This design comes from an exercise in tuning for small area, a short achievable clock period and few clock cycles on the open sky130 flow, not from production work.
Only simulation tests tie the RTL to the original design; equivalence was not proved.
Power and IR drop assume default switching activity.

## ofdmtx_enc
module ofdmtx_enc (
    input  wire        clk,
    input  wire        rst,
    input  wire        start_valid,
    output wire        start_ready,
    input  wire [7:0]  cfg_rb,      
    input  wire [11:0] cfg_len,     
    input  wire [6:0]  cfg_seed,    
    input  wire        in_valid,
    output wire        in_ready,
    input  wire [7:0]  in_data,
    output wire        out_valid,
    input  wire        out_ready,
    output wire [5:0]  out_data,
    output wire        out_last,
    output wire        out_err
);
Size in the first run: ~260 flip-flops, about 51 I/O pins, about 15000 µm² of cells after synthesis.
export LEC_CHECK = 0
export CAP_MARGIN = 20
export CORE_MARGIN = 2
export CORE_UTILIZATION = 40
export CTS_CLUSTER_DIAMETER = 70
export CTS_CLUSTER_SIZE = 35
export SLEW_MARGIN = 20
create_clock -name core_clock -period 20.0 [get_ports {clk}]
standard.sh (not shown) runs the stock make flow with config.mk's settings and CLKGATE_MAP_FILE= SYNTH_SCRIPT=/design/flow/synth_recipe.tcl, a recipe that flattens the netlist after the stock synthesis.
==> flow/flow/run.sh <==
#!/bin/bash
# The standard layout (the standard.sh: standard synthesis, then ORFS to
# finish), with two changes to how it is made:
#  - ORFS's own setup repair is asked to leave a slack margin, so that its
#    sizing passes also shorten the paths that already meet the 20 ns clock;
#  - the port buffers that buffer_ports inserts on every input and output are
#    plain buf_1 cells rather than the default pick (a delay buffer).
# The clock, the constraints and every other step are the standard ones.
set -euo pipefail
bash standard.sh SETUP_SLACK_MARGIN=15.0 "BUFFER_PORTS_ARGS=-buffer_cell sky130_fd_sc_hd__buf_1" finish > standard_finish.log 2>&1
Testbench counts at the start, summed over its fixed seeds: cycles 75,348.
Next try:
--- a/flow/design.v
+++ b/flow/design.v
@@ -27,17 +27,16 @@
     localparam [1:0] F_IDLE = 2'd0, F_DEC = 2'd1, F_FILL = 2'd2, F_ERR = 2'd3;
     reg [1:0]   fstate;
     reg [7:0]   f_rb;
     reg [11:0]  f_rem;       
     reg [6:0]   scr;         
     reg         f_tdone;     
     reg         f_first;     
     reg [4:0]   f_row;       
-    reg [5:0]   hist;        
     reg         full;        
     reg         full_last;   
     reg         full_err;    
     reg         ch_q;        
     reg         sr_q;        
     reg         ir_q;        
     reg         bv;          
     reg [7:0]   bd;
@@ -183,16 +182,18 @@
     wire       chase_n   = rdy_n || (c15_n && (r_q_n >= 5'd2 + {4'd0, s2_n}));
     wire       k_v_n     = o_v && !out_ready && (k_v || produce);
     wire       mv_n      = rdy_n || !k_v_n;
     wire       ir0       = (fstate_n == F_FILL) && !full_n && chase_n && mv_n && pay0;    
     wire [4:0] row1      = f_row + 5'd1;
     wire       pay1      = !(f_first && row1[4:1] == 4'd0) && (row_pay ? !rem1 : !rem0);
     wire       ir1       = !row_lastc && chase_n && mv_n && pay1;
     wire       bv_n      = (bv && !pop) || (in_valid && ir_q);
+    wire [5:0] hist = r_g[3] ? R[137 +: 6] : r_g[2] ? R[89 +: 6] : r_g[1] ? R[65 +: 6] :
+                      r_g[0] ? R[41 +: 6] : R[17 +: 6];
     always @(posedge clk)
         if (shift || (wr && f_row == 5'd0))
             R[5:0] <= shift ? R[6:1] : (f_first ? 6'd0 : hist);
     genvar gr;
     generate
         for (gr = 0; gr < 18; gr = gr + 1) begin : g_row
             wire [8:0] up = (gr == 17) ? {1'b0, R[6+8*gr +: 8]} : R[6+8*gr +: 9];
             always @(posedge clk)
@@ -256,17 +257,16 @@
         end
         if (wr) begin
             scr <= scr8;
             if (row_pay) f_rem <= f_rem - 12'd1;
             if (row_tail) f_tdone <= 1'b1;
             if (row_lastc) begin
                 f_row     <= 5'd0;
                 f_first   <= 1'b0;
-                hist      <= wbyte[7:2];
                 full_last <= f_tdone || row_tail;
             end else begin
                 f_row <= f_row + 5'd1;
             end
         end
         if (pickup) begin
             r_err  <= full_err;
             r_last <= full_last;
Effect: The new run finished clean. Power decreases by about 2.7%. Sequential share of layout area decreases by 1.4 points. Clock power increases by 14%. Synthesized cell count increases by about 0.36%. Clock-buffer cell count increases by 5. Die area decreases by about 0.8%. Global-route usage increases by 0.36 points. Setup slack is worse by 5.4 ps. Wire length increases by about 1.8%.
Testbench counts after the change, summed over its fixed seeds: cycles 75,348.

afterwards: timing with drivers on the ports:
Ports are ideal in the flow. The routed layouts listed here were re-timed in OpenROAD.
Step 1, drivers: a clkbuf_16 drives clk and a buf_2 each remaining input, both assumed.
Step 2, shift: input delay + t, output delay - t, t = (earliest + latest rising clock arrival at the registers) / 2. This alone moves slack from input paths to output paths.
Three values: ideal ports, drivers, drivers and shift; two values: the first two.
run	t (ns)	setup WS [ns]	worst setup path after step 2	pins driven straight from the clock port
the first run	0.563	14.971 / 14.920 / 14.875	input to register	1
the second run	0.580	14.966 / 14.912 / 14.797	input to register	1
After both steps every run listed still meets setup and hold. For the second run, which loses most, drivers alone change the setup slack by -0.054 ns; drivers and shift together by -0.169 ns.
